What follows belongs to an exercise in optimizing a design on an open flow for small area, a short achievable clock period and few clock cycles per item; a production flow would make more cautious choices.
The RTL was checked by simulation tests, not by an equivalence proof against the original design.

## flow/config.mk

```make
export PLATFORM = sky130hd
export DESIGN_NAME = symbol_alphabet_rom
export DESIGN_NICKNAME = symbol_alphabet_rom
export VERILOG_FILES = /design/flow/design.v
export SDC_FILE = /design/flow/constraint.sdc
export NUM_CORES = 4
export LEC_CHECK = 0
export CAP_MARGIN = 20
export CORE_MARGIN = 2
export CORE_UTILIZATION = 25
export GPL_ROUTABILITY_DRIVEN = 1
export PLACE_DENSITY = 0.5
export SETUP_SLACK_MARGIN = 0.4
export SLEW_MARGIN = 20
```

## flow/constraint.sdc

```tcl
create_clock -name core_clock -period 24.0 [get_ports {clk}]
set_input_delay 4.8000 -clock core_clock [delete_from_list [all_inputs] [get_ports {clk}]]
set_output_delay 4.8000 -clock core_clock [all_outputs]
set_load 0.01 [all_outputs]
```

## flow/design.v

```verilog
module alphabet_rom (
    input  wire [5:0] sym_index,   
    output reg  [7:0] sym_char,
    input  wire [7:0] chr,         
    output reg        chr_found,
    output reg  [5:0] chr_index
);
  always @(*) begin
    case (sym_index)
      6'd0 : sym_char = 8'h30;  
      6'd1 : sym_char = 8'h41;  
      6'd2 : sym_char = 8'h42;  
      6'd3 : sym_char = 8'h43;  
      6'd4 : sym_char = 8'h44;  
      6'd5 : sym_char = 8'h32;  
      6'd6 : sym_char = 8'h45;  
      6'd7 : sym_char = 8'h46;  
      6'd8 : sym_char = 8'h47;  
      6'd9 : sym_char = 8'h48;  
      6'd10: sym_char = 8'h34;  
      6'd11: sym_char = 8'h49;  
      6'd12: sym_char = 8'h4A;  
      6'd13: sym_char = 8'h4B;  
      6'd14: sym_char = 8'h4C;  
      6'd15: sym_char = 8'h4D;  
      6'd16: sym_char = 8'h4E;  
      6'd17: sym_char = 8'h36;  
      6'd18: sym_char = 8'h4F;  
      6'd19: sym_char = 8'h50;  
      6'd20: sym_char = 8'h51;  
      6'd21: sym_char = 8'h52;  
      6'd22: sym_char = 8'h53;  
      6'd23: sym_char = 8'h54;  
      6'd24: sym_char = 8'h38;  
      6'd25: sym_char = 8'h55;  
      6'd26: sym_char = 8'h56;  
      6'd27: sym_char = 8'h57;  
      6'd28: sym_char = 8'h58;  
      6'd29: sym_char = 8'h59;  
      6'd30: sym_char = 8'h5A;  
      6'd31: sym_char = 8'h2D;  
      6'd32: sym_char = 8'h31;  
      6'd33: sym_char = 8'h61;  
      6'd34: sym_char = 8'h62;  
      6'd35: sym_char = 8'h63;  
      6'd36: sym_char = 8'h64;  
      6'd37: sym_char = 8'h33;  
      6'd38: sym_char = 8'h65;  
      6'd39: sym_char = 8'h66;  
      6'd40: sym_char = 8'h67;  
      6'd41: sym_char = 8'h68;  
      6'd42: sym_char = 8'h35;  
      6'd43: sym_char = 8'h69;  
      6'd44: sym_char = 8'h6A;  
      6'd45: sym_char = 8'h6B;  
      6'd46: sym_char = 8'h6C;  
      6'd47: sym_char = 8'h6D;  
      6'd48: sym_char = 8'h6E;  
      6'd49: sym_char = 8'h37;  
      6'd50: sym_char = 8'h6F;  
      6'd51: sym_char = 8'h70;  
      6'd52: sym_char = 8'h71;  
      6'd53: sym_char = 8'h72;  
      6'd54: sym_char = 8'h73;  
      6'd55: sym_char = 8'h74;  
      6'd56: sym_char = 8'h39;  
      6'd57: sym_char = 8'h75;  
      6'd58: sym_char = 8'h76;  
      6'd59: sym_char = 8'h77;  
      6'd60: sym_char = 8'h78;  
      6'd61: sym_char = 8'h79;  
      6'd62: sym_char = 8'h7A;  
      6'd63: sym_char = 8'h2E;  
      default: sym_char = 8'h00;
    endcase
  end
  always @(*) begin
    chr_found = 1'b0;
    chr_index = 6'd0;
    case (chr)
      8'h2D: begin chr_found = 1'b1; chr_index = 6'd31; end  
      8'h2E: begin chr_found = 1'b1; chr_index = 6'd63; end  
      8'h30: begin chr_found = 1'b1; chr_index = 6'd0; end  
      8'h31: begin chr_found = 1'b1; chr_index = 6'd32; end  
      8'h32: begin chr_found = 1'b1; chr_index = 6'd5; end  
      8'h33: begin chr_found = 1'b1; chr_index = 6'd37; end  
      8'h34: begin chr_found = 1'b1; chr_index = 6'd10; end  
      8'h35: begin chr_found = 1'b1; chr_index = 6'd42; end  
      8'h36: begin chr_found = 1'b1; chr_index = 6'd17; end  
      8'h37: begin chr_found = 1'b1; chr_index = 6'd49; end  
      8'h38: begin chr_found = 1'b1; chr_index = 6'd24; end  
      8'h39: begin chr_found = 1'b1; chr_index = 6'd56; end  
      8'h41: begin chr_found = 1'b1; chr_index = 6'd1; end  
      8'h42: begin chr_found = 1'b1; chr_index = 6'd2; end  
      8'h43: begin chr_found = 1'b1; chr_index = 6'd3; end  
      8'h44: begin chr_found = 1'b1; chr_index = 6'd4; end  
      8'h45: begin chr_found = 1'b1; chr_index = 6'd6; end  
      8'h46: begin chr_found = 1'b1; chr_index = 6'd7; end  
      8'h47: begin chr_found = 1'b1; chr_index = 6'd8; end  
      8'h48: begin chr_found = 1'b1; chr_index = 6'd9; end  
      8'h49: begin chr_found = 1'b1; chr_index = 6'd11; end  
      8'h4A: begin chr_found = 1'b1; chr_index = 6'd12; end  
      8'h4B: begin chr_found = 1'b1; chr_index = 6'd13; end  
      8'h4C: begin chr_found = 1'b1; chr_index = 6'd14; end  
      8'h4D: begin chr_found = 1'b1; chr_index = 6'd15; end  
      8'h4E: begin chr_found = 1'b1; chr_index = 6'd16; end  
      8'h4F: begin chr_found = 1'b1; chr_index = 6'd18; end  
      8'h50: begin chr_found = 1'b1; chr_index = 6'd19; end  
      8'h51: begin chr_found = 1'b1; chr_index = 6'd20; end  
      8'h52: begin chr_found = 1'b1; chr_index = 6'd21; end  
      8'h53: begin chr_found = 1'b1; chr_index = 6'd22; end  
      8'h54: begin chr_found = 1'b1; chr_index = 6'd23; end  
      8'h55: begin chr_found = 1'b1; chr_index = 6'd25; end  
      8'h56: begin chr_found = 1'b1; chr_index = 6'd26; end  
      8'h57: begin chr_found = 1'b1; chr_index = 6'd27; end  
      8'h58: begin chr_found = 1'b1; chr_index = 6'd28; end  
      8'h59: begin chr_found = 1'b1; chr_index = 6'd29; end  
      8'h5A: begin chr_found = 1'b1; chr_index = 6'd30; end  
      8'h61: begin chr_found = 1'b1; chr_index = 6'd33; end  
      8'h62: begin chr_found = 1'b1; chr_index = 6'd34; end  
      8'h63: begin chr_found = 1'b1; chr_index = 6'd35; end  
      8'h64: begin chr_found = 1'b1; chr_index = 6'd36; end  
      8'h65: begin chr_found = 1'b1; chr_index = 6'd38; end  
      8'h66: begin chr_found = 1'b1; chr_index = 6'd39; end  
      8'h67: begin chr_found = 1'b1; chr_index = 6'd40; end  
      8'h68: begin chr_found = 1'b1; chr_index = 6'd41; end  
      8'h69: begin chr_found = 1'b1; chr_index = 6'd43; end  
      8'h6A: begin chr_found = 1'b1; chr_index = 6'd44; end  
      8'h6B: begin chr_found = 1'b1; chr_index = 6'd45; end  
      8'h6C: begin chr_found = 1'b1; chr_index = 6'd46; end  
      8'h6D: begin chr_found = 1'b1; chr_index = 6'd47; end  
      8'h6E: begin chr_found = 1'b1; chr_index = 6'd48; end  
      8'h6F: begin chr_found = 1'b1; chr_index = 6'd50; end  
      8'h70: begin chr_found = 1'b1; chr_index = 6'd51; end  
      8'h71: begin chr_found = 1'b1; chr_index = 6'd52; end  
      8'h72: begin chr_found = 1'b1; chr_index = 6'd53; end  
      8'h73: begin chr_found = 1'b1; chr_index = 6'd54; end  
      8'h74: begin chr_found = 1'b1; chr_index = 6'd55; end  
      8'h75: begin chr_found = 1'b1; chr_index = 6'd57; end  
      8'h76: begin chr_found = 1'b1; chr_index = 6'd58; end  
      8'h77: begin chr_found = 1'b1; chr_index = 6'd59; end  
      8'h78: begin chr_found = 1'b1; chr_index = 6'd60; end  
      8'h79: begin chr_found = 1'b1; chr_index = 6'd61; end  
      8'h7A: begin chr_found = 1'b1; chr_index = 6'd62; end  
      default: begin chr_found = 1'b0; chr_index = 6'd0; end
    endcase
  end
endmodule
module coord_tofix_add (
    input  wire [63:0] d,         
    input  wire        is_y,      
    output wire [60:0] mg,        
    output wire        neg        
);
  wire        sgn  = d[63];
  wire [10:0] ex   = d[62:52];
  wire [58:0] m59  = {ex != 11'd0, d[51:0], 6'd0};    
  wire [11:0] shw  = 12'd1033 - {1'b0, ex};           
  wire        huge = shw[11] | (shw[10:6] != 5'd0);   
  reg  [58:0] a;
  reg         st;
  integer k;
  always @(*) begin
    a  = m59;
    st = 1'b0;
    for (k = 0; k < 6; k = k + 1) begin
      if (shw[k]) begin
        st = st | (|(a & ~({59{1'b1}} << (1 << k))));
        a  = a >> (1 << k);
      end
    end
    if (huge) begin
      a  = 59'd0;
      st = |m59;
    end
  end
  wire [10:0] ec = is_y ? 11'd1029 : 11'd1030;
  wire        ge = (ex > ec) || ((ex == ec) && (d[51:0] >= 52'h6800000000000));
  wire [60:0] aj  = {1'b0, a, st};
  wire [60:0] cj  = is_y ? (61'd90 << 49) : (61'd180 << 49);
  wire        ina = sgn & !ge;
  wire        inc = sgn & ge;
  assign mg  = (aj ^ {61{ina}}) + (cj ^ {61{inc}}) + {60'd0, sgn};
  assign neg = inc;
endmodule
module coord_tofix_round (
    input  wire [60:0] mg,
    input  wire        is_y,
    input  wire        neg,
    output wire [36:0] dvd        
);
  wire [6:0] top = mg[60:54];
  wire [6:0] sticky;              
  assign sticky[0] = mg[0];
  genvar g;
  generate for (g = 1; g < 7; g = g + 1) begin : stk
    assign sticky[g] = sticky[g-1] | mg[g];
  end endgenerate
  wire [22:0] low = is_y ? {1'b1, mg[21:0]} : mg[22:0];
  wire [22:0] ones;
  assign ones[22] = low[22];
  generate for (g = 21; g >= 0; g = g - 1) begin : one
    assign ones[g] = ones[g+1] & low[g];
  end endgenerate
  reg rnd;
  always @(*) begin
    rnd = 1'b0;
    if      (top[6]) rnd = mg[7] & (mg[8] | sticky[6]) & ones[8];
    else if (top[5]) rnd = mg[6] & (mg[7] | sticky[5]) & ones[7];
    else if (top[4]) rnd = mg[5] & (mg[6] | sticky[4]) & ones[6];
    else if (top[3]) rnd = mg[4] & (mg[5] | sticky[3]) & ones[5];
    else if (top[2]) rnd = mg[3] & (mg[4] | sticky[2]) & ones[4];
    else if (top[1]) rnd = mg[2] & (mg[3] | sticky[1]) & ones[3];
    else if (top[0]) rnd = mg[1] & (mg[2] | sticky[0]) & ones[2];
  end
  wire [36:0] x = is_y ? mg[58:22] : mg[59:23];
  wire [37:0] w = {neg, x ^ {37{neg}}} + (neg ? (38'd90 << 31) + 38'd44 : 38'd45) +
                  {37'd0, rnd ^ neg};
  assign dvd = w[37:1];
endmodule
module div45_step (
    input  wire [6:0] r,          
    input  wire       b,          
    output wire [6:0] ro,
    output wire       q           
);
  wire [1:0] r1 = r[1:0];
  wire [1:0] r2 = r[3:2];
  wire [2:0] r3 = r[6:4];
  wire q1 = r1[1] | (r1[0] & b);
  wire [1:0] r1o = {(r1[0] & ~b) | (r1[1] & b), (~r1[1] & ~r1[0] & b) | (r1[1] & ~b)};
  wire q2 = r2[1] | (r2[0] & q1);
  wire [1:0] r2o = {(r2[0] & ~q1) | (r2[1] & q1), (~r2[1] & ~r2[0] & q1) | (r2[1] & ~q1)};
  reg  [2:0] r3o;
  reg        q3;
  always @(*) begin
    case ({r3, q2})
      4'd0: begin q3 = 1'b0; r3o = 3'd0; end
      4'd1: begin q3 = 1'b0; r3o = 3'd1; end
      4'd2: begin q3 = 1'b0; r3o = 3'd2; end
      4'd3: begin q3 = 1'b0; r3o = 3'd3; end
      4'd4: begin q3 = 1'b0; r3o = 3'd4; end
      4'd5: begin q3 = 1'b1; r3o = 3'd0; end
      4'd6: begin q3 = 1'b1; r3o = 3'd1; end
      4'd7: begin q3 = 1'b1; r3o = 3'd2; end
      4'd8: begin q3 = 1'b1; r3o = 3'd3; end
      4'd9: begin q3 = 1'b1; r3o = 3'd4; end
      default: begin q3 = 1'b1; r3o = 3'd4; end
    endcase
  end
  assign ro = {r3o, r2o, r1o};
  assign q  = q3;
endmodule
module coord_todeg_mul (
    input  wire [31:0] n,         
    output wire [38:0] a,         
    output wire        s          
);
  wire [32:0] c  = {n[31], n} - 33'd134217728;
  wire [32:0] ci = c ^ {33{c[32]}};                   
  assign s = c[32];
  assign a = {ci, 5'd0} + {2'd0, ci, 3'd0} + {3'd0, ci, 2'd0} + {6'd0, ci} +
             (s ? 39'd45 : 39'd0);
endmodule
module coord_todeg_norm (
    input  wire [38:0] a,
    input  wire        s,
    input  wire        is_y,
    output wire [63:0] d
);
  integer i;
  reg [5:0]  lead;
  reg [38:0] norm;
  always @(*) begin
    lead = 6'd0;
    for (i = 0; i < 39; i = i + 1)
      if (a[i]) lead = i[5:0];
    norm = a << (6'd38 - lead);
  end
  wire [10:0] e = {5'd0, lead} + (is_y ? 11'd997 : 11'd998);
  assign d = (a == 39'd0) ? 64'd0 : {s, e, norm[37:0], 14'd0};
endmodule
module symbol_alphabet_rom (
    input  wire        clk,
    input  wire        rst,
    input  wire        cmd_valid,
    output wire        cmd_ready,
    input  wire [3:0]  cmd_op,
    input  wire [63:0] cmd_opa,
    input  wire [63:0] cmd_opb,
    input  wire        si_valid,
    input  wire        si_end,
    input  wire [7:0]  si_char,
    output wire        si_ready,
    input  wire        pi_valid,
    input  wire        pi_end,
    input  wire [63:0] pi_lon,
    input  wire [63:0] pi_lat,
    output wire        pi_ready,
    output wire        so_valid,
    output wire [7:0]  so_char,
    input  wire        so_ready,
    output wire        po_valid,
    output wire [63:0] po_x,
    output wire [63:0] po_y,
    input  wire        po_ready,
    output wire        busy,
    output wire        done,
    output wire [1:0]  err,
    output wire        resv,
    output wire [63:0] res,
    output wire [31:0] ax,
    output wire [31:0] ay,
    output wire        axis
);
  localparam [3:0] OP_NOP    = 4'd0,  OP_SYMOF  = 4'd1,  OP_IDXOF  = 4'd2,  OP_RDNUM  = 4'd3,
                   OP_DECNUM = 4'd4,  OP_WRNUM  = 4'd5,  OP_TOFIXX = 4'd6,  OP_TOFIXY = 4'd7,
                   OP_TODEGX = 4'd8,  OP_TODEGY = 4'd9,  OP_ACLR   = 4'd10, OP_AADD   = 4'd11,
                   OP_ALOAD  = 4'd12, OP_ADIFF  = 4'd13, OP_DECODE = 4'd14, OP_ENCODE = 4'd15;
  localparam [1:0] TIER_SMALL = 2'd0, TIER_MEDIUM = 2'd1, TIER_FULL = 2'd2, TIER_RAW = 2'd3;
  localparam [1:0] TD_NONE = 2'd0, TD_X = 2'd1, TD_Y = 2'd2, TD_RES = 2'd3;
  localparam integer DSTEP = 18;
  reg        busy_r;
  reg        first;         
  reg [3:0]  op;
  reg [63:0] opr;           
  reg [31:0] acc_x;
  reg [31:0] acc_y;
  reg        axis_r;
  reg [63:0] res_r;
  reg        resv_r;
  reg        done_r;
  reg        err_r;
  wire accept = cmd_valid && !busy_r && (cmd_op != OP_NOP);
  wire op_rd   = (op == OP_RDNUM);
  wire op_dn   = (op == OP_DECNUM);
  wire op_dec  = (op == OP_DECODE);
  wire op_enc  = (op == OP_ENCODE);
  wire op_wr   = (op == OP_WRNUM);
  wire op_fix  = (op == OP_TOFIXX) || (op == OP_TOFIXY);
  wire op_read = op_rd || op_dn || op_dec;
  reg  [8:0]  f0;           
  reg         f0v;
  reg         endin;        
  reg         endq;         
  reg  [29:0] num;
  reg  [2:0]  scnt;         
  reg  [1:0]  tier;
  reg         innum;        
  reg         cmp;          
  reg         cx, cy;       
  reg  [38:0] ta;
  reg         ts, ty;
  reg  [1:0]  tdst;
  reg         po_v;
  reg  [63:0] po_xr, po_yr;
  reg  [1:0]  fph;          
  reg         va, ya;       
  reg  [60:0] mg;
  reg         vm, ym, nm;   
  reg         dv, dc, dy, dneg;
  reg  [35:0] dq;           
  reg  [6:0]  dr;
  reg  [31:0] fx, fy;
  reg         vfx, vfy;
  reg         wsel;         
  reg  [29:0] osr;
  reg  [2:0]  ocnt;
  reg  [7:0]  ochr;
  wire [7:0] rom_char;
  wire       rev_found;
  wire [5:0] rev_index;
  reg  [5:0] rom_idx;
  alphabet_rom u_rom (
      .sym_index (rom_idx),
      .sym_char  (rom_char),
      .chr       (op_read ? f0[7:0] : opr[7:0]),
      .chr_found (rev_found),
      .chr_index (rev_index)
  );
  wire apply_now = cmp && (!op_dec || (axis_r ? !cy : !(cx || cy)));
  wire s2_go     = busy_r && op_read && f0v && !endq && (!cmp || apply_now);
  wire h_end     = f0[8];
  wire s2_sym    = s2_go && !h_end && rev_found;
  reg  [31:0] payload;
  always @(*) begin
    case (tier)
      TIER_SMALL:  payload = {{21{~num[10]}}, ~num[10], num[9:0]};
      TIER_MEDIUM: payload = {{16{~num[15]}}, ~num[15], num[14:0]};
      TIER_FULL:   payload = {4'd0, num[27:0]};
      default:     payload = {2'd0, num};
    endcase
  end
  wire enc_room = (ocnt == 3'd0) || ((ocnt == 3'd1) && so_ready);
  wire enc_load = op_enc && enc_room && (wsel ? vfy : vfx);
  wire wr_load  = op_wr && first;
  reg  [31:0] amux;
  reg  [31:0] bmux;
  reg         inv;
  always @(*) begin
    amux = payload;
    bmux = 32'd0;
    inv  = 1'b0;
    if (op_enc) begin
      amux = wsel ? fy : fx;
      bmux = wsel ? acc_y : acc_x;
      inv  = 1'b1;
    end else if (op_fix) begin
      amux = (op == OP_TOFIXY) ? fy : fx;
    end else if (op_wr) begin
      amux = opr[31:0];
    end else if (op == OP_AADD || op == OP_ALOAD || op == OP_ADIFF) begin
      amux = opr[63:32];
      if (op != OP_ALOAD) bmux = opr[0] ? acc_y : acc_x;
      inv  = (op == OP_ADIFF);
    end else if (op_dec) begin
      if (tier != TIER_FULL) bmux = axis_r ? acc_y : acc_x;
    end
  end
  wire [31:0] sum = amux + (bmux ^ {32{inv}}) + {31'd0, inv};
  wire [31:0] enc_a  = op_wr ? opr[63:32] : amux;
  wire        is_sm  = (sum[31:10] == 22'd0) || (sum[31:10] == {22{1'b1}});
  wire        is_md  = (sum[31:15] == 17'd0) || (sum[31:15] == {17{1'b1}});
  wire [29:0] word   = is_sm ? {1'b0, ~sum[10], sum[9:0], 18'd0} :
                       is_md ? {2'b10, ~sum[15], sum[14:0], 12'd0} :
                               {2'b11, enc_a[27:0]};
  wire [2:0]  wlen   = is_sm ? 3'd2 : is_md ? 3'd3 : 3'd5;
  wire        oload  = enc_load || wr_load;
  wire        oshift = (ocnt != 3'd0) && so_ready;
  always @(*) begin
    if (busy_r && op == OP_SYMOF) rom_idx = opr[5:0];
    else if (oload)               rom_idx = word[29:24];
    else                          rom_idx = osr[23:18];
  end
  wire conv_x = cx && !po_v;
  wire conv_y = cy && !cx && !po_v;
  wire conv_r = busy_r && first && (op == OP_TODEGX || op == OP_TODEGY);
  wire [38:0] t_a;
  wire        t_s;
  coord_todeg_mul u_tmul (
      .n (conv_x ? acc_x : conv_y ? acc_y : opr[31:0]),
      .a (t_a),
      .s (t_s)
  );
  wire [63:0] deg;
  coord_todeg_norm u_tnorm (
      .a    (ta),
      .s    (ts),
      .is_y (ty),
      .d    (deg)
  );
  wire [60:0] f_mg;
  wire        f_neg;
  coord_tofix_add u_fadd (
      .d    (opr),
      .is_y (ya),
      .mg   (f_mg),
      .neg  (f_neg)
  );
  wire [36:0] f_dvd;
  coord_tofix_round u_fround (
      .mg   (mg),
      .is_y (ym),
      .neg  (nm),
      .dvd  (f_dvd)
  );
  wire [6:0]  dr_s [0:DSTEP];
  wire [35:0] dq_s [0:DSTEP];
  assign dr_s[0] = dr;
  assign dq_s[0] = dq;
  genvar g;
  generate for (g = 0; g < DSTEP; g = g + 1) begin : dstep
    wire q;
    div45_step u_step (.r(dr_s[g]), .b(dq_s[g][35]), .ro(dr_s[g+1]), .q(q));
    assign dq_s[g+1] = {dq_s[g][34:0], q};
  end endgenerate
  wire        dlast   = dv && dc;
  wire        dout_ok = dy ? !vfy : !vfx;
  wire        dfree   = !dv || (dlast && dout_ok);
  wire        takem   = vm && dfree;
  wire        canM    = !vm || takem;
  wire        takea   = va && canM;
  wire        canA    = !va || takea;
  assign cmd_ready = !busy_r;
  assign busy      = busy_r;
  assign done      = done_r;
  assign err       = {1'b0, err_r};
  assign resv      = resv_r;
  assign res       = res_r;
  assign ax        = acc_x;
  assign ay        = acc_y;
  assign axis      = axis_r;
  assign si_ready  = busy_r && op_read && !endin &&
                     (op_dec ? (!f0v || s2_go) : (!f0v && !cmp && (scnt != 3'd0 || !op_rd)));
  assign pi_ready  = busy_r && op_enc && ((fph == 2'd1 && canA) || fph == 2'd2);
  assign so_valid  = (ocnt != 3'd0);
  assign so_char   = ochr;
  assign po_valid  = po_v;
  assign po_x      = po_xr;
  assign po_y      = po_yr;
  reg fin;
  always @(*) begin
    fin = 1'b0;
    if (busy_r) begin
      case (op)
        OP_RDNUM, OP_DECNUM: fin = apply_now || (s2_go && h_end);
        OP_DECODE:           fin = endq && !cmp && !cx && !cy && (tdst == TD_NONE) && !po_v;
        OP_ENCODE:           fin = (fph == 2'd3) && !va && !vm && !dv && !vfx && !vfy &&
                                   ((ocnt == 3'd0) || (ocnt == 3'd1 && so_ready));
        OP_WRNUM:            fin = !first && ocnt == 3'd1 && so_ready;
        OP_TOFIXX:           fin = vfx;
        OP_TOFIXY:           fin = vfy;
        OP_TODEGX, OP_TODEGY: fin = (tdst == TD_RES);
        default:             fin = first;
      endcase
    end
  end
  wire [63:0] opr_cmd = {((cmd_op == OP_WRNUM) || (cmd_op == OP_AADD) || (cmd_op == OP_ALOAD) ||
                          (cmd_op == OP_ADIFF)) ? cmd_opb[31:0] : cmd_opa[63:32], cmd_opa[31:0]};
  always @(posedge clk) begin
    if (!busy_r)
      opr <= opr_cmd;
    else if (op_enc && canA && fph == 2'd0)
      opr <= pi_lon;
    else if (op_enc && canA && fph == 2'd1)
      opr <= pi_lat;
    if (si_valid && si_ready) f0 <= {si_end, si_char};
    if (s2_sym) begin
      num <= {num[23:0], rev_index};
      if (!op_rd && scnt == 3'd0)
        tier <= (rev_index[5:4] == 2'b11) ? TIER_FULL : rev_index[5] ? TIER_MEDIUM : TIER_SMALL;
    end
    if (accept) begin
      num  <= 30'd0;
      tier <= TIER_RAW;
    end
    if (conv_x || conv_y || conv_r) begin
      ta <= t_a;
      ts <= t_s;
      ty <= conv_y || (!conv_x && op == OP_TODEGY);
    end
    if (tdst == TD_X) po_xr <= deg;
    if (tdst == TD_Y) po_yr <= deg;
    if (takea) begin
      mg <= f_mg;
      ym <= ya;
      nm <= f_neg;
    end
    if (takem) begin
      dq   <= f_dvd[35:0];
      dr   <= {6'd0, f_dvd[36]};
      dy   <= ym;
      dneg <= nm;
    end else if (dv && !dc) begin
      dq <= dq_s[DSTEP];
      dr <= dr_s[DSTEP];
    end
    if (dlast && dout_ok) begin
      if (dy) fy <= dq_s[DSTEP][31:0] ^ {dneg, 31'd0};
      else    fx <= dq_s[DSTEP][31:0] ^ {dneg, 31'd0};
    end
    if (oload) begin
      osr  <= word;
      ochr <= rom_char;
    end else if (oshift) begin
      osr  <= {osr[23:0], 6'd0};
      ochr <= rom_char;
    end
  end
  always @(posedge clk) begin
    if (rst) begin
      busy_r <= 1'b0;
      first  <= 1'b0;
      op     <= OP_NOP;
      acc_x  <= 32'd0;
      acc_y  <= 32'd0;
      axis_r <= 1'b0;
      res_r  <= 64'd0;
      resv_r <= 1'b0;
      done_r <= 1'b0;
      err_r  <= 1'b0;
      f0v    <= 1'b0;
      endin  <= 1'b0;
      endq   <= 1'b0;
      scnt   <= 3'd0;
      innum  <= 1'b0;
      cmp    <= 1'b0;
      cx     <= 1'b0;
      cy     <= 1'b0;
      tdst   <= TD_NONE;
      po_v   <= 1'b0;
      fph    <= 2'd0;
      va     <= 1'b0;
      ya     <= 1'b0;
      vm     <= 1'b0;
      dv     <= 1'b0;
      dc     <= 1'b0;
      vfx    <= 1'b0;
      vfy    <= 1'b0;
      wsel   <= 1'b0;
      ocnt   <= 3'd0;
    end else begin
      first <= accept;
      if (accept) begin
        busy_r <= 1'b1;
        op     <= cmd_op;
        done_r <= 1'b0;
        err_r  <= 1'b0;
        resv_r <= 1'b0;
        f0v    <= 1'b0;
        endin  <= 1'b0;
        endq   <= 1'b0;
        innum  <= 1'b0;
        scnt   <= (cmd_op == OP_RDNUM) ? cmd_opa[2:0] : 3'd0;
        cmp    <= (cmd_op == OP_RDNUM) && (cmd_opa[2:0] == 3'd0);
        fph    <= 2'd0;
        wsel   <= 1'b0;
        va     <= (cmd_op == OP_TOFIXX) || (cmd_op == OP_TOFIXY);
        ya     <= cmd_op[0];
        if (cmd_op == OP_DECODE || cmd_op == OP_ENCODE || cmd_op == OP_ACLR) begin
          acc_x <= 32'd0;
          acc_y <= 32'd0;
        end
        if (cmd_op == OP_DECODE || cmd_op == OP_ENCODE)
          axis_r <= 1'b0;
      end else if (busy_r) begin
        if (first) begin
          case (op)
            OP_SYMOF: begin res_r <= {56'd0, rom_char};  resv_r <= 1'b1; end
            OP_IDXOF: begin res_r <= {58'd0, rev_index}; resv_r <= rev_found; end
            OP_AADD, OP_ALOAD: begin
              res_r  <= {32'd0, sum};
              resv_r <= 1'b1;
              if (opr[0]) acc_y <= sum; else acc_x <= sum;
            end
            OP_ADIFF: begin res_r <= {32'd0, sum}; resv_r <= 1'b1; end
            OP_WRNUM: begin res_r <= {61'd0, wlen}; end
            default: ;
          endcase
        end
        if (si_valid && si_ready) begin
          f0v <= 1'b1;
          if (si_end) endin <= 1'b1;
        end else if (s2_go) begin
          f0v <= 1'b0;
        end
        if (s2_go) begin
          if (h_end) begin
            endq  <= 1'b1;
            err_r <= op_dec ? innum : 1'b1;
          end else if (!rev_found) begin
            innum <= 1'b1;
          end else begin
            innum <= 1'b1;
            if (op_rd || scnt != 3'd0) begin
              scnt <= scnt - 3'd1;
              if (scnt == 3'd1) begin
                cmp   <= 1'b1;
                innum <= 1'b0;
              end
            end else begin
              scnt <= (rev_index[5:4] == 2'b11) ? 3'd4 : rev_index[5] ? 3'd2 : 3'd1;
            end
          end
        end
        if (apply_now) begin
          cmp <= 1'b0;
          if (op_dec) begin
            if (axis_r) begin acc_y <= sum; cy <= 1'b1; end
            else        begin acc_x <= sum; cx <= 1'b1; end
            axis_r <= !axis_r;
          end else begin
            res_r  <= {30'd0, op_dn ? tier : 2'd0, sum};
            resv_r <= 1'b1;
          end
        end
        if (conv_x) cx <= 1'b0;
        if (conv_y) cy <= 1'b0;
        tdst <= conv_x ? TD_X : conv_y ? TD_Y : conv_r ? TD_RES : TD_NONE;
        if (tdst == TD_Y) po_v <= 1'b1;
        if (po_v && po_ready) po_v <= 1'b0;
        if (tdst == TD_RES) begin
          res_r  <= deg;
          resv_r <= 1'b1;
        end
        if (takea) va <= 1'b0;
        if (op_enc) begin
          case (fph)
            2'd0: if (canA) begin
              va <= pi_valid && !pi_end;
              ya <= 1'b0;
              if (pi_valid) fph <= pi_end ? 2'd2 : 2'd1;
            end
            2'd1: if (canA) begin
              va <= pi_valid;
              ya <= 1'b1;
              if (pi_valid) fph <= 2'd0;
            end
            2'd2: if (pi_valid) fph <= 2'd3;
            default: ;
          endcase
        end
        if (takea)      vm <= 1'b1;
        else if (takem) vm <= 1'b0;
        if (enc_load) begin
          if (wsel) begin acc_y <= fy; vfy <= 1'b0; end
          else      begin acc_x <= fx; vfx <= 1'b0; end
          wsel <= !wsel;
        end
        if (takem) begin
          dv <= 1'b1;
          dc <= 1'b0;
        end else if (dv && !dc) begin
          dc <= 1'b1;
        end else if (dlast && dout_ok) begin
          dv <= 1'b0;
        end
        if (dlast && dout_ok) begin
          if (dy) vfy <= 1'b1;
          else    vfx <= 1'b1;
        end
        if (oload)       ocnt <= wlen;
        else if (oshift) ocnt <= ocnt - 3'd1;
        if (op_fix && (vfx || vfy)) begin
          res_r  <= {32'd0, sum};
          resv_r <= 1'b1;
          vfx    <= 1'b0;
          vfy    <= 1'b0;
        end
        if (fin) begin
          busy_r <= 1'b0;
          done_r <= 1'b1;
          if (op_wr) resv_r <= 1'b1;
        end
      end
    end
  end
endmodule
```

## flow/run.sh

```bash
#!/bin/bash
# synth_recipe.tcl (not shown) runs the flow's synth.tcl, then flattens the netlist and writes it again
# the make line also repeats each setting of config.mk as NAME=value (left out here)
make -C /OpenROAD-flow-scripts/flow DESIGN_CONFIG=/design/flow/config.mk WORK_HOME=/design/flow/orfs CLKGATE_MAP_FILE= SYNTH_SCRIPT=/design/flow/synth_recipe.tcl finish
```

==> results of run 1 <==
## stage by stage
| step | instances | setup slack [ps] | cell area (µm²) |
|---|---|---|---|
| 2_1_floorplan | 6320 | 13710 | 53260 |
| 3_3_place_gp | 9317 | 12160 | 61000 |
| 3_5_place_dp | 9319 | 12250 | 61050 |
| 4_1_cts | 9458 | 12180 | 63570 |
| 5_1_grt | 9459 | 11180 | 63580 |
| 6_report | 9459 | 11860 | 63580 |
## flip-flops by register name, summed over array words and instances, names as in the netlist, 3 cells and up
name	count
acc_x	32
acc_y	32
dq	36
dr	7
f0	9
fx	32
fy	32
mg	60
num	30
ochr	7
ocnt	3
op	4
opr	64
osr	24
po_xr	50
po_yr	50
res_r	64
scnt	3
ta	39
## cell usage after synthesis (all sizes together), types with 28 or more instances
cell | number | share of area (%)
a211oi | 82 | 1.3
a21o | 49 | 0.69
a21oi | 534 | 5.1
a22oi | 74 | 1.1
a31oi | 72 | 0.86
and2 | 49 | 0.59
buf | 120 | 1.3
clkbuf | 318 | 2.2
dfxtp | 202 | 7.6
edfxtp | 410 | 23
fa | 64 | 2.4
ha | 205 | 4.8
inv | 207 | 1.5
mux2 | 83 | 1.8
mux2i | 360 | 6.8
mux4 | 65 | 2.8
nand2 | 797 | 5.6
nand2b | 60 | 0.72
nand3 | 136 | 1.3
nand4 | 38 | 0.45
nor2 | 592 | 4.2
nor2b | 61 | 0.72
nor3 | 139 | 1.3
nor4 | 43 | 0.53
o211ai | 94 | 1.3
o21a | 40 | 0.56
o21ai | 452 | 4.3
o21bai | 39 | 0.55
o22ai | 52 | 0.62
or3 | 28 | 0.33
xnor2 | 214 | 3.5
xor2 | 113 | 1.9
## layout make-up
class	instances	area share, %
clock buffers	104	3.188
clock inverters	35	0.7714
inverters	214	1.265
multi-input cells	5056	54.25
flip-flops and latches	612	25.73
well taps	2821	5.551
repair buffers	617	9.237
## layer usage
layer | vias up | GRT usage [%]
li1 | 23640 | -
met1 | 24360 | 25.92
met2 | 1936 | 30.56
met3 | 307 | 2.793
met4 | 2 | 6.553
met5 | - | 0
## worst max-delay path: cells and delay by family, from the launching register on
| kind | cells | cell delay (ps) |
|---|---|---|
| compound gates | 26 | 6710 |
| xor+xnor | 2 | 290 |
| fa+ha+maj | 3 | 930 |
| buf+inv | 5 | 1120 |
| flops | 1 | 550 |
| mux | 1 | 420 |
| simple gates | 8 | 1820 |
## path summary, 6_finish.rpt
path	endpoint	depth (start not counted)
max	mg[60]	45
min	num[26]	2
max reg2reg	mg[60]	45
min reg2reg	num[26]	2
## cell families after synthesis
| group | after synthesis |
|---|---|
| xor gates and xnor gates | 327 |
| buffers and inverters | 652 |
| muxes | 508 |
| other | 1 |
| AOI/OAI and AO/OA | 1832 |
| DFF | 612 |
| and+or+nand+nor | 2084 |
| adders and majority gates | 275 |
==> reports/metrics.cfg, run 1 <==
[worst_setup_path]
critical_path.max_stage_delay_ps = 580
timing.critical_path.to_type = register
critical-path-slowest-cell = sky130_fd_sc_hd__o21ai_0
worst_setup_sp = opr[54]
crit_arrival_ps = 12580
crit_path_max_fanout = 44
critical_path_required_ps = 24450
worst-setup-path-type = register to register
cpMostUsedCell = sky130_fd_sc_hd__o21ai_0
r2r_slack_ps = 11860
cp-start-kind = register
regToRegStartpoint = opr[54]

[clock_network]
postCtsResizedCells = 0
clkTransAtPathRegs_ps = 60
root_buffer = sky130_fd_sc_hd__clkbuf_16
h_tree_depth = 3
cts_tree = yes
clk-insertion-delay-late_ps = 730
cts.path.max_buffers = 3
cts-hold-fix-buffers = 0
post-cts-setup-buffer-count = 0
numClockSinks = 612
number_of_buffers_created_by_cts = 76

[logic_synthesis]
post_synth_edffs = 410
postSynthRegisterBits = 612
yosys.area_share.simple_pct = 17.83
synthArstFlopShare_pct = 0
post_synth_inst_count = 6291
synthMuxAreaShare_pct = 11.30
synth_fa_ha_area_share_pct = 7.354
postSynth.topFlopCell = sky130_fd_sc_hd__edfxtp_1
syn-cell-area_um2 = 53150
synth_seq_area_share_pct = 30.77
post_synth_xor_area_fraction_pct = 5.388
synth_area_per_cell_um2 = 8.449
post_synth_num_cell_types = 130
dominant_combinational_cell_family_by_area_after_synthesis = compound AO/OA/AOI/OAI gates
compound_gate_portion_of_the_synthesized_area_pct = 22.33
yosysWarningCount = 6

[timing]
rsz0062_at_grt = false
layout_worst_path_cycle_share_pct = 50.58
finClkSkew_ps = 40.12
slew_headroom_pct = 17.16
setup_viol = 0
timing.fmax_mhz = 82.38
final-max-slew-violation-count = 0
period_needed_ps = 12140
hold-worst-slack_ps = 455.2
report.final.hold_viol_count = 0
tightest_slew_ps = 1227
timing.setup.tns_ps = 0

[final_layout]
layout_common_cells = sky130_fd_sc_hd__nand2_1, sky130_fd_sc_hd__nor2_1, sky130_fd_sc_hd__a21oi_1, sky130_fd_sc_hd__clkdlybuf4s50_1, sky130_fd_sc_hd__o21ai_0
total_area_of_multi_input_combinational_cells_um2 = 34490
sequential_cell_area_um2 = 16360
layout.nets = 7123
area.growth.synth_to_final_pct = 19.61
layout_commonest_cell = sky130_fd_sc_hd__nand2_1
fin_util_pct = 30.04
proportion_of_layout_cells_with_a_drive_suffix_above_1_pct = 7.894
number_of_antenna_repair_diodes = 0
fillerInstances = 22330

[placement]
portBuffers = 489
dp_hpwl_um = 164200
globalplace.congestion = 0.9231

[global_route]
overflow = 0
grt_max_degree = 79
first_global_vias = 46650
grt_first_pass_wirelength_um = 313800
grt_antenna_before_repair = 6
gr-usage-all-layers_pct = 19.02

[floorplanning]
initial_util_pct = 25.11
design.core.area_um2 = 211700
die_width_um = 465.1
die-height_um = 465.1
num_io_pins = 552
design.die.area_um2 = 216300
num_rows = 169

[detailed_routing]
topRoutingLayerUsed = met5
detail_route.first_pass.iterations = 8
route.antenna.remaining_nets = 0
wl_per_cell_um = 22.91
via_per_inst = 5.311
drcViolationCount = 0
dr.first_iter.drc_count = 5191
met2_layer_wire_length_in_the_routed_design_um = 99310
detail_route_met3_wl_um = 14800
route.layer.met1.wl_um = 94540
routed_wirelength_um = 216700
vias = 50240

[hold_path]
hp-start = num[26]
timing.hold.worst.class = register to register

[status]
outcome = complete, no violations

[job]
max-cap-violations = 0

Testbench counts, summed over its fixed seeds: cycles 12,335, items 1,954.
==> inputs of run 2 (changes only) <==
--- a/flow/design.v
+++ b/flow/design.v
@@ -150,11 +150,14 @@
     input  wire [63:0] d,         
     input  wire        is_y,      
     output wire [60:0] mg,        
-    output wire        neg        
+    output wire        neg,       
+    output wire        sub,       
+    output wire [2:0]  eb         
 );
   wire        sgn  = d[63];
   wire [10:0] ex   = d[62:52];
-  wire [58:0] m59  = {ex != 11'd0, d[51:0], 6'd0};    
+  wire [51:0] fr   = d[51:0];
+  wire [58:0] m59  = {ex != 11'd0, fr, 6'd0};         
   wire [11:0] shw  = 12'd1033 - {1'b0, ex};           
   wire        huge = shw[11] | (shw[10:6] != 5'd0);   
   reg  [58:0] a;
@@ -175,21 +178,29 @@
     end
   end
   wire [10:0] ec = is_y ? 11'd1029 : 11'd1030;
-  wire        ge = (ex > ec) || ((ex == ec) && (d[51:0] >= 52'h6800000000000));
-  wire [60:0] aj  = {1'b0, a, st};
-  wire [60:0] cj  = is_y ? (61'd90 << 49) : (61'd180 << 49);
-  wire        ina = sgn & !ge;
-  wire        inc = sgn & ge;
-  assign mg  = (aj ^ {61{ina}}) + (cj ^ {61{inc}}) + {60'd0, sgn};
-  assign neg = inc;
+  wire        ge = (ex > ec) || ((ex == ec) && (fr >= 52'h6800000000000));
+  wire le52  = (ex < 11'd1028) || ((ex == 11'd1028) && (fr <= 52'hA000000000000));
+  wire le116 = (ex < 11'd1029) || ((ex == 11'd1029) && (fr <= 52'hD000000000000));
+  wire le148 = (ex < 11'd1030) || ((ex == 11'd1030) && (fr <= 52'h2800000000000));
+  wire le26  = (ex < 11'd1027) || ((ex == 11'd1027) && (fr <= 52'hA000000000000));
+  wire le58  = (ex < 11'd1028) || ((ex == 11'd1028) && (fr <= 52'hD000000000000));
+  assign eb  = is_y ? {1'b0, le26, le58} : {le52, le116, le148};
+  wire [10:0] at  = {1'b0, a[58:49]};
+  wire [10:0] ct  = is_y ? 11'd45 : 11'd90;           
+  assign neg = sgn & ge;
+  assign sub = sgn & !ge;
+  assign mg  = {(!sgn ? at + ct : ge ? at - ct : at), a[48:0], st};
 endmodule
 module coord_tofix_round (
     input  wire [60:0] mg,
     input  wire        is_y,
     input  wire        neg,
-    output wire [36:0] dvd        
+    input  wire        sub,
+    input  wire [2:0]  eb,
+    output wire [36:0] dvd,       
+    output wire        flip       
 );
-  wire [6:0] top = mg[60:54];
+  wire [6:0] top = sub ? {4'd0, eb} : mg[60:54];
   wire [6:0] sticky;              
   assign sticky[0] = mg[0];
   genvar g;
@@ -197,26 +208,36 @@
     assign sticky[g] = sticky[g-1] | mg[g];
   end endgenerate
   wire [22:0] low = is_y ? {1'b1, mg[21:0]} : mg[22:0];
-  wire [22:0] ones;
-  assign ones[22] = low[22];
-  generate for (g = 21; g >= 0; g = g - 1) begin : one
-    assign ones[g] = ones[g+1] & low[g];
+  wire [22:0] lz  = is_y ? {1'b0, mg[21:0]} : mg[22:0];
+  wire [8:0]  ones;
+  wire [4:0]  nz;
+  generate for (g = 2; g < 9; g = g + 1) begin : one
+    assign ones[g] = &low[22:g];
   end endgenerate
-  reg rnd;
+  assign ones[1:0] = 2'b00;
+  generate for (g = 0; g < 5; g = g + 1) begin : nzr
+    assign nz[g] = |lz[22:g];
+  end endgenerate
+  reg rnd, cy, fnz;
   always @(*) begin
     rnd = 1'b0;
-    if      (top[6]) rnd = mg[7] & (mg[8] | sticky[6]) & ones[8];
-    else if (top[5]) rnd = mg[6] & (mg[7] | sticky[5]) & ones[7];
-    else if (top[4]) rnd = mg[5] & (mg[6] | sticky[4]) & ones[6];
-    else if (top[3]) rnd = mg[4] & (mg[5] | sticky[3]) & ones[5];
-    else if (top[2]) rnd = mg[3] & (mg[4] | sticky[2]) & ones[4];
-    else if (top[1]) rnd = mg[2] & (mg[3] | sticky[1]) & ones[3];
-    else if (top[0]) rnd = mg[1] & (mg[2] | sticky[0]) & ones[2];
+    cy  = 1'b0;
+    fnz = nz[0];
+    if      (top[6]) begin rnd = mg[7] & (mg[8] | sticky[6]); cy = rnd & ones[8]; end
+    else if (top[5]) begin rnd = mg[6] & (mg[7] | sticky[5]); cy = rnd & ones[7]; end
+    else if (top[4]) begin rnd = mg[5] & (mg[6] | sticky[4]); cy = rnd & ones[6]; end
+    else if (top[3]) begin rnd = mg[4] & (mg[5] | sticky[3]); cy = rnd & ones[5]; end
+    else if (top[2]) begin rnd = mg[3] & (mg[4] | sticky[2]); cy = rnd & ones[4]; fnz = rnd ? !ones[4] : nz[4]; end
+    else if (top[1]) begin rnd = mg[2] & (mg[3] | sticky[1]); cy = rnd & ones[3]; fnz = rnd ? !ones[3] : nz[3]; end
+    else if (top[0]) begin rnd = mg[1] & (mg[2] | sticky[0]); cy = rnd & ones[2]; fnz = rnd ? !ones[2] : nz[2]; end
   end
-  wire [36:0] x = is_y ? mg[58:22] : mg[59:23];
-  wire [37:0] w = {neg, x ^ {37{neg}}} + (neg ? (38'd90 << 31) + 38'd44 : 38'd45) +
-                  {37'd0, rnd ^ neg};
-  assign dvd = w[37:1];
+  wire [36:0] x  = is_y ? mg[58:22] : mg[59:23];
+  wire        iv = neg | sub;
+  wire [37:0] kc = neg ? (38'd90 << 31) + 38'd44 : sub ? (38'd90 << 27) + 38'd45 : 38'd45;
+  wire        ci = neg ? !cy : sub ? !(cy | fnz) : cy;
+  wire [37:0] w  = {iv, x ^ {37{iv}}} + kc + {37'd0, ci};
+  assign dvd  = w[37:1];
+  assign flip = neg;
 endmodule
 module div45_step (
     input  wire [6:0] r,          
@@ -256,11 +277,21 @@
     output wire [38:0] a,         
     output wire        s          
 );
-  wire [32:0] c  = {n[31], n} - 33'd134217728;
-  wire [32:0] ci = c ^ {33{c[32]}};                   
-  assign s = c[32];
-  assign a = {ci, 5'd0} + {2'd0, ci, 3'd0} + {3'd0, ci, 2'd0} + {6'd0, ci} +
-             (s ? 39'd45 : 39'd0);
+  wire [5:0]  hi = {n[31], n[31:27]} - 6'd1;
+  assign s = n[31] | (n[30:27] == 4'd0);
+  wire [32:0] ci = {hi, n[26:0]} ^ {33{s}};          
+  wire [38:0] p0 = {ci, 5'd0};
+  wire [38:0] p1 = {2'd0, ci, 3'd0};
+  wire [38:0] p2 = {3'd0, ci, 2'd0};
+  wire [38:0] p3 = {6'd0, ci};
+  wire [38:0] p4 = {33'd0, s, 1'b0, s, s, 1'b0, s};   
+  wire [38:0] s1 = p0 ^ p1 ^ p2;
+  wire [38:0] c1 = {(p0[37:0] & p1[37:0]) | (p0[37:0] & p2[37:0]) | (p1[37:0] & p2[37:0]), 1'b0};
+  wire [38:0] s2 = s1 ^ c1 ^ p3;
+  wire [38:0] c2 = {(s1[37:0] & c1[37:0]) | (s1[37:0] & p3[37:0]) | (c1[37:0] & p3[37:0]), 1'b0};
+  wire [38:0] s3 = s2 ^ c2 ^ p4;
+  wire [38:0] c3 = {(s2[37:0] & c2[37:0]) | (s2[37:0] & p4[37:0]) | (c2[37:0] & p4[37:0]), 1'b0};
+  assign a = s3 + c3;
 endmodule
 module coord_todeg_norm (
     input  wire [38:0] a,
@@ -332,13 +363,7 @@
   reg        done_r;
   reg        err_r;
   wire accept = cmd_valid && !busy_r && (cmd_op != OP_NOP);
-  wire op_rd   = (op == OP_RDNUM);
-  wire op_dn   = (op == OP_DECNUM);
-  wire op_dec  = (op == OP_DECODE);
-  wire op_enc  = (op == OP_ENCODE);
-  wire op_wr   = (op == OP_WRNUM);
-  wire op_fix  = (op == OP_TOFIXX) || (op == OP_TOFIXY);
-  wire op_read = op_rd || op_dn || op_dec;
+  reg  op_rd, op_dn, op_dec, op_enc, op_wr, op_fix, op_read, op_acc, op_sub, op_bacc;
   reg  [8:0]  f0;           
   reg         f0v;
   reg         endin;        
@@ -357,7 +382,8 @@
   reg  [1:0]  fph;          
   reg         va, ya;       
   reg  [60:0] mg;
-  reg         vm, ym, nm;   
+  reg         vm, ym, nm, sm;   
+  reg  [2:0]  ebm;
   reg         dv, dc, dy, dneg;
   reg  [35:0] dq;           
   reg  [6:0]  dr;
@@ -409,10 +435,10 @@
       amux = (op == OP_TOFIXY) ? fy : fx;
     end else if (op_wr) begin
       amux = opr[31:0];
-    end else if (op == OP_AADD || op == OP_ALOAD || op == OP_ADIFF) begin
+    end else if (op_acc) begin
       amux = opr[63:32];
-      if (op != OP_ALOAD) bmux = opr[0] ? acc_y : acc_x;
-      inv  = (op == OP_ADIFF);
+      if (op_bacc) bmux = opr[0] ? acc_y : acc_x;
+      inv  = op_sub;
     end else if (op_dec) begin
       if (tier != TIER_FULL) bmux = axis_r ? acc_y : acc_x;
     end
@@ -450,19 +476,26 @@
       .d    (deg)
   );
   wire [60:0] f_mg;
-  wire        f_neg;
+  wire        f_neg, f_sub;
+  wire [2:0]  f_eb;
   coord_tofix_add u_fadd (
       .d    (opr),
       .is_y (ya),
       .mg   (f_mg),
-      .neg  (f_neg)
+      .neg  (f_neg),
+      .sub  (f_sub),
+      .eb   (f_eb)
   );
   wire [36:0] f_dvd;
+  wire        f_flip;
   coord_tofix_round u_fround (
       .mg   (mg),
       .is_y (ym),
       .neg  (nm),
-      .dvd  (f_dvd)
+      .sub  (sm),
+      .eb   (ebm),
+      .dvd  (f_dvd),
+      .flip (f_flip)
   );
   wire [6:0]  dr_s [0:DSTEP];
   wire [35:0] dq_s [0:DSTEP];
@@ -542,15 +575,17 @@
     if (tdst == TD_X) po_xr <= deg;
     if (tdst == TD_Y) po_yr <= deg;
     if (takea) begin
-      mg <= f_mg;
-      ym <= ya;
-      nm <= f_neg;
+      mg  <= f_mg;
+      ym  <= ya;
+      nm  <= f_neg;
+      sm  <= f_sub;
+      ebm <= f_eb;
     end
     if (takem) begin
       dq   <= f_dvd[35:0];
       dr   <= {6'd0, f_dvd[36]};
       dy   <= ym;
-      dneg <= nm;
+      dneg <= f_flip;
     end else if (dv && !dc) begin
       dq <= dq_s[DSTEP];
       dr <= dr_s[DSTEP];
@@ -572,6 +607,16 @@
       busy_r <= 1'b0;
       first  <= 1'b0;
       op     <= OP_NOP;
+      op_rd  <= 1'b0;
+      op_dn  <= 1'b0;
+      op_dec <= 1'b0;
+      op_enc <= 1'b0;
+      op_wr  <= 1'b0;
+      op_fix <= 1'b0;
+      op_read <= 1'b0;
+      op_acc <= 1'b0;
+      op_sub <= 1'b0;
+      op_bacc <= 1'b0;
       acc_x  <= 32'd0;
       acc_y  <= 32'd0;
       axis_r <= 1'b0;
@@ -604,6 +649,16 @@
       if (accept) begin
         busy_r <= 1'b1;
         op     <= cmd_op;
+        op_rd  <= (cmd_op == OP_RDNUM);
+        op_dn  <= (cmd_op == OP_DECNUM);
+        op_dec <= (cmd_op == OP_DECODE);
+        op_enc <= (cmd_op == OP_ENCODE);
+        op_wr  <= (cmd_op == OP_WRNUM);
+        op_fix <= (cmd_op == OP_TOFIXX) || (cmd_op == OP_TOFIXY);
+        op_read <= (cmd_op == OP_RDNUM) || (cmd_op == OP_DECNUM) || (cmd_op == OP_DECODE);
+        op_acc <= (cmd_op == OP_AADD) || (cmd_op == OP_ALOAD) || (cmd_op == OP_ADIFF);
+        op_sub <= (cmd_op == OP_ADIFF);
+        op_bacc <= (cmd_op == OP_AADD) || (cmd_op == OP_ADIFF);
         done_r <= 1'b0;
         err_r  <= 1'b0;
         resv_r <= 1'b0;
--- a/flow/config.mk
+++ b/flow/config.mk
@@ -5,6 +5,7 @@
 export SDC_FILE = /design/flow/constraint.sdc
 export NUM_CORES = 4
 export LEC_CHECK = 0
+export ABC_AREA = 1
 export CAP_MARGIN = 20
 export CORE_MARGIN = 2
 export CORE_UTILIZATION = 25
==> run 2 against run 1 <==
Still clean on timing, DRC and antenna. Critical path depth increased by 7. Worst setup slack improved by 1400 ps. Clock skew increased by 5.4 ps. Non-clock buffer count is 24 lower. Critical endpoint is now res_r[5]. Largest cell class unchanged. Highest routed layer unchanged.
==> reports/metrics.cfg, run 2 <==
[final_layout]
fin_util_pct = 30.42
layout.nets = 7735
layout_common_cells = sky130_fd_sc_hd__nand2_1, sky130_fd_sc_hd__o21ai_0, sky130_fd_sc_hd__inv_1, sky130_fd_sc_hd__clkdlybuf4s50_1, sky130_fd_sc_hd__a21oi_1
area.growth.synth_to_final_pct = 20.96
layout_commonest_cell = sky130_fd_sc_hd__nand2_1
proportion_of_layout_cells_with_a_drive_suffix_above_1_pct = 5.981
fillerInstances = 21500
sequential_cell_area_um2 = 16710
total_area_of_multi_input_combinational_cells_um2 = 28830
top_regs = opr (64), res_r (64), mg (61)

[global_route]
overflow = 0
grt_max_degree = 84
gr-usage-all-layers_pct = 21.68
grt_antenna_before_repair = 7
grt_first_pass_wirelength_um = 329900
first_global_vias = 48180

[logic_synthesis]
post_synth_edffs = 415
postSynth.topFlopCell = sky130_fd_sc_hd__edfxtp_1
post_synth_top_area_share_pct = 25.10
synth_seq_area_share_pct = 33.64
syn-cell-area_um2 = 49660
synthArstFlopShare_pct = 0
synth.cells.most_frequent = sky130_fd_sc_hd__nand2_1, sky130_fd_sc_hd__o21ai_0, sky130_fd_sc_hd__inv_1
post_synth_num_cell_types = 71
netlist.top_cell.by_area = sky130_fd_sc_hd__edfxtp_1
synth_area_leaders = sky130_fd_sc_hd__edfxtp_1, sky130_fd_sc_hd__nand2_1, sky130_fd_sc_hd__o21ai_0, sky130_fd_sc_hd__dfxtp_1, sky130_fd_sc_hd__inv_1
synth_area_per_cell_um2 = 7.167
yosysWarningCount = 6
synthMostInstantiatedCell = sky130_fd_sc_hd__nand2_1
postSynthRegisterBits = 627
post_synth_inst_count = 6928

[timing]
slew_headroom_pct = 24.04
final-max-slew-violation-count = 0
finClkSkew_ps = 45.54
layout_worst_path_cycle_share_pct = 44.72
rsz0062_at_grt = false
report.final.hold_viol_count = 0
timing.setup.tns_ps = 0
period_needed_ps = 10730
tightest_slew_ps = 1130
hold-worst-slack_ps = 466.6
timing.fmax_mhz = 93.18
setup_viol = 0

[clock_network]
h_tree_depth = 3
cts.path.max_buffers = 3
root_buffer = sky130_fd_sc_hd__clkbuf_16
clk-insertion-delay-late_ps = 730
clkTransAtPathRegs_ps = 60
numClockSinks = 627
post-cts-setup-buffer-count = 0
postCtsResizedCells = 0
cts-hold-fix-buffers = 0
cts_tree = yes
number_of_buffers_created_by_cts = 82

[detailed_routing]
routed_wirelength_um = 226800
dr.first_iter.drc_count = 5659
route.layer.met1.wl_um = 91270
detail_route.first_pass.iterations = 6
met2_layer_wire_length_in_the_routed_design_um = 106300
via_per_inst = 5.129
topRoutingLayerUsed = met5
route.antenna.remaining_nets = 0
detail_route_met3_wl_um = 15010
drcViolationCount = 0
vias = 50950
wl_per_cell_um = 22.83

[floorplanning]
design.core.area_um2 = 197400
die_width_um = 449.7
num_io_pins = 552
die-height_um = 449.7
num_rows = 163
initial_util_pct = 25.15
design.die.area_um2 = 202200

[worst_setup_path]
crit_buf_inv = 11
crit_arrival_ps = 11330
critical-path-slowest-cell = sky130_fd_sc_hd__dfxtp_1
worst-setup-path-type = register to register
critical-path-top-delay-family = compound AO/OA/AOI/OAI gates
timing.critical_path.to_type = register
critical_path_required_ps = 24600
cp-start-kind = register
crit_path_max_fanout = 32
critical_path.max_stage_delay_ps = 650
cpMostUsedCell = sky130_fd_sc_hd__inv_1

[placement]
dp_hpwl_um = 175700
portBuffers = 489
globalplace.congestion = 0.9690

[hold_path]
timing.hold.worst.class = register to register

[status]
outcome = complete, no violations

[job]
max-cap-violations = 0

==> run 2: per-stage QoR <==
stage	setup slack (ps)	instances	cell area [µm²]
after floorplan	16260	6957	49770
after global placement	13320	9776	57200
after detailed placement	13400	9776	57200
after CTS	13370	9930	60040
after global routing	12470	9931	60060
final	13270	9934	60060
==> run 2: logic make-up (layout without fill, tap and decap cells) <==
| logic type | Yosys count | in the layout | share of synthesized area (%) |
|---|---|---|---|
| xor gates and xnor gates | 208 | 208 | 3.669 |
| muxes | 69 | 69 | 1.391 |
| adders and majority gates | 238 | 238 | 6.980 |
| and+or+nand+nor | 2734 | 2734 | 23.28 |
| other | 1 | 34 | 0.007552 |
| AOI/OAI and AO/OA | 1921 | 1921 | 22.23 |
| DFF | 627 | 627 | 33.64 |
| buffers and inverters | 1130 | 1463 | 8.801 |
==> run 2: path summary, 6_finish.rpt <==
path                 from       end  slack (ps)  cells past startpoint
setup / recovery  tier[0]  res_r[5]       13270                     52
hold / removal    ocnt[1]   ocnt[1]         470                      2
setup reg to reg  tier[0]  res_r[5]       13270                     52
hold reg to reg   ocnt[1]   ocnt[1]         470                      2
==> run 2: layout make-up <==
cell class / instances / area share (%)
flip-flops and latches: 627 / 27.83
diodes: 4 / 0.01667
well taps: 2640 / 5.500
repair buffers: 593 / 9.445
multi-input cells: 5200 / 48.01
clock buffers: 103 / 3.702
inverters: 716 / 4.483
clock inverters: 51 / 1.021
==> run 2: per-layer routing <==
layer	global-route usage [%]	vias up
met5	0	-
met4	11.66	6
met3	3.375	401
met2	36.49	1968
met1	26.50	24320
li1	-	24260
==> run 2: tightest hold or removal path, delay by kind of cell, from the launching register on <==
| family | cells | cell delay (ps) |
|---|---|---|
| DFF | 1 | 310 |
| and+or+nand+nor | 1 | 60 |
| AOI/OAI and AO/OA | 1 | 50 |
Testbench counts of run 2, summed over its fixed seeds: cycles 12,335, items 1,954.
==> inputs of run 3 (changes only) <==
--- a/flow/config.mk
+++ b/flow/config.mk
@@ -8,8 +8,8 @@
 export ABC_AREA = 1
 export CAP_MARGIN = 20
 export CORE_MARGIN = 2
-export CORE_UTILIZATION = 25
+export CORE_UTILIZATION = 45
 export GPL_ROUTABILITY_DRIVEN = 1
-export PLACE_DENSITY = 0.5
+export PLACE_DENSITY = 0.65
 export SETUP_SLACK_MARGIN = 0.4
 export SLEW_MARGIN = 20
==> run 3 against run 2 <==
Register-to-register slack worse by 470 ps. Count of clock-buffer cells in the layout is 5 lower. Critical path depth is 2 higher. Die area is 44% lower. Final area is 2.6% lower. Worst setup slack worse by 470 ps. First-iteration DRC count is 10% higher.
==> reports/metrics.cfg, run 3 <==
[status]
outcome = complete, no violations

[floorplanning]
initial_util_pct = 45.49
design.core.area_um2 = 109200
die_width_um = 336.2
num_io_pins = 552
die-height_um = 336.2
num_rows = 121
design.die.area_um2 = 113000

[logic_synthesis]
netlist.top_cell.by_area = sky130_fd_sc_hd__edfxtp_1
synth_area_per_cell_um2 = 7.167
post_synth_edffs = 415
synthArstFlopShare_pct = 0
post_synth_inst_count = 6928
synth_area_leaders = sky130_fd_sc_hd__edfxtp_1, sky130_fd_sc_hd__nand2_1, sky130_fd_sc_hd__o21ai_0, sky130_fd_sc_hd__dfxtp_1, sky130_fd_sc_hd__inv_1
postSynth.topFlopCell = sky130_fd_sc_hd__edfxtp_1
synthMostInstantiatedCell = sky130_fd_sc_hd__nand2_1
syn-cell-area_um2 = 49660
post_synth_top_area_share_pct = 25.10
post_synth_num_cell_types = 71
synth_seq_area_share_pct = 33.64
postSynthRegisterBits = 627
synth.cells.most_frequent = sky130_fd_sc_hd__nand2_1, sky130_fd_sc_hd__o21ai_0, sky130_fd_sc_hd__inv_1
yosysWarningCount = 6

[timing]
rsz0062_at_grt = false
hold-worst-slack_ps = 466.3
timing.fmax_mhz = 89.27
report.final.hold_viol_count = 0
finClkSkew_ps = 36.40
final-max-slew-violation-count = 0
tightest_slew_ps = 1210
slew_headroom_pct = 18.73
layout_worst_path_cycle_share_pct = 46.68
setup_viol = 0
timing.setup.tns_ps = 0
period_needed_ps = 11200
least_setup_slack_across_all_paths_after_layout_ps = 12800

[worst_setup_path]
critical_path_required_ps = 24590
crit_path_max_fanout = 26
r2r_slack_ps = 12800
cp-start-kind = register
timing.critical_path.to_type = register
worst-setup-path-type = register to register
critical-path-slowest-cell = sky130_fd_sc_hd__nor2_1
critical_path.max_stage_delay_ps = 860
cpMostUsedCell = sky130_fd_sc_hd__nand2_1
crit_arrival_ps = 11790

[global_route]
grt_first_pass_wirelength_um = 315500
gr-usage-met3_pct = 8.495
grt_max_degree = 174
first_global_vias = 47820
grt_antenna_before_repair = 8
gr-usage-all-layers_pct = 37.63
top_usage_layer = met2
overflow = 0
gr-usage-met2_pct = 58.04
use_met1_pct = 47.65

[detailed_routing]
route.antenna.remaining_nets = 0
via_per_inst = 5.932
routed_wirelength_um = 218500
detail_route.first_pass.iterations = 8
dr.first_iter.drc_count = 6223
vias = 51950
drcViolationCount = 0
wl_per_cell_um = 24.95

[clock_network]
number_of_buffers_created_by_cts = 75
clkTransAtPathRegs_ps = 60
cts.path.max_buffers = 3
cts_tree = yes
postCtsResizedCells = 0
post-cts-setup-buffer-count = 0
root_buffer = sky130_fd_sc_hd__clkbuf_16
h_tree_depth = 3
numClockSinks = 627
cts-hold-fix-buffers = 0
clk-insertion-delay-late_ps = 700

[final_layout]
fin_util_pct = 53.59
layout_commonest_cell = sky130_fd_sc_hd__nand2_1
proportion_of_layout_cells_with_a_drive_suffix_above_1_pct = 5.963
top_regs = opr (64), res_r (64), mg (61)
fillerInstances = 10570
layout.nets = 7733
layout_common_cells = sky130_fd_sc_hd__nand2_1, sky130_fd_sc_hd__o21ai_0, sky130_fd_sc_hd__inv_1, sky130_fd_sc_hd__clkdlybuf4s50_1, sky130_fd_sc_hd__a21oi_1
total_area_of_multi_input_combinational_cells_um2 = 28840
area.growth.synth_to_final_pct = 17.81
sequential_cell_area_um2 = 16710

[placement]
preCtsSetupSlack_ps = 13250
dp_hpwl_um = 165300
portBuffers = 489
globalplace.congestion = 1.061

[job]
max-cap-violations = 0

[hold_path]
timing.hold.worst.class = register to register

==> run 3: routing by layer <==
metal / vias to the layer above / wire (µm)
li1: 24260 / -
met1: 24330 / 85990
met4: 8 / 16120
met5: - / 37
met2: 2757 / 94420
met3: 594 / 21930
==> run 3: layout make-up <==
class                      count  share of cell area (%)
tap                         1476                   3.157
clock buffer                  98                   3.531
inverter                     716                   4.598
sequential                   627                   28.57
multi-input combinational   5200                   49.30
timing repair buffer         598                   9.770
clock inverter                39                   1.057
antenna                        4                 0.01711
==> run 3: final timing paths <==
check	end	start	cells past startpoint
setup / recovery	res_r[1]	op_fix	54
hold reg to reg	ocnt[1]	ocnt[1]	2
setup reg to reg	res_r[1]	op_fix	54
hold / removal	ocnt[1]	ocnt[1]	2
==> run 3: critical path: cells and delay by family (launching register included) <==
kind,cells,cell delay [ps]
AO/OA/AOI/OAI,19,4060
AND/OR/NAND/NOR,24,4250
flip-flops,1,290
buffers and inverters,9,1710
adder cells (fa/ha/maj),2,740
==> run 3: stage by stage <==
| step | area (µm²) | std cells |
|---|---|---|
| 6_report | 58500 | 8758 |
| 3_3_place_gp | 55750 | 8611 |
| 3_5_place_dp | 55770 | 8614 |
| 5_1_grt | 58490 | 8754 |
| 2_1_floorplan | 49770 | 6957 |
| 4_1_cts | 58450 | 8751 |
==> run 3: cell families (layout without fill, tap and decap cells) <==
logic type	Yosys count	in the layout	share of synthesized area, %
simple gates	2734	2734	23.28
compound gates	1921	1921	22.23
buf+inv	1130	1451	8.801
flops	627	627	33.64
fa+ha+maj	238	238	6.980
xor+xnor	208	208	3.669
mux	69	69	1.391
other cells	1	34	0.007552

==> re-timing with driven ports <==
No port has a modelled driver above. Below, the same layouts with a new extraction and two added sets of constraints. Step 1, drivers: a clkbuf_16 drives clk and a buf_2 each remaining input, both assumed. Step 2 times the ports against the registers' clock, not the clock port: input delays grow and output delays shrink by t, the midpoint of the rising clock arrivals with the driver on. Three values: ideal, step 1, step 2; two values: the first two.
run | shift t [ns] | setup slack, ns | pins driven straight from the clock port
run 1 | 0.790 | 11.861 / 11.861 / 11.861 | 1
run 2 | 0.788 | 13.268 / 13.268 / 13.268 | 1
run 3 | 0.757 | 12.798 / 12.798 / 12.798 | 1
After both steps setup and hold are still met in every run listed.
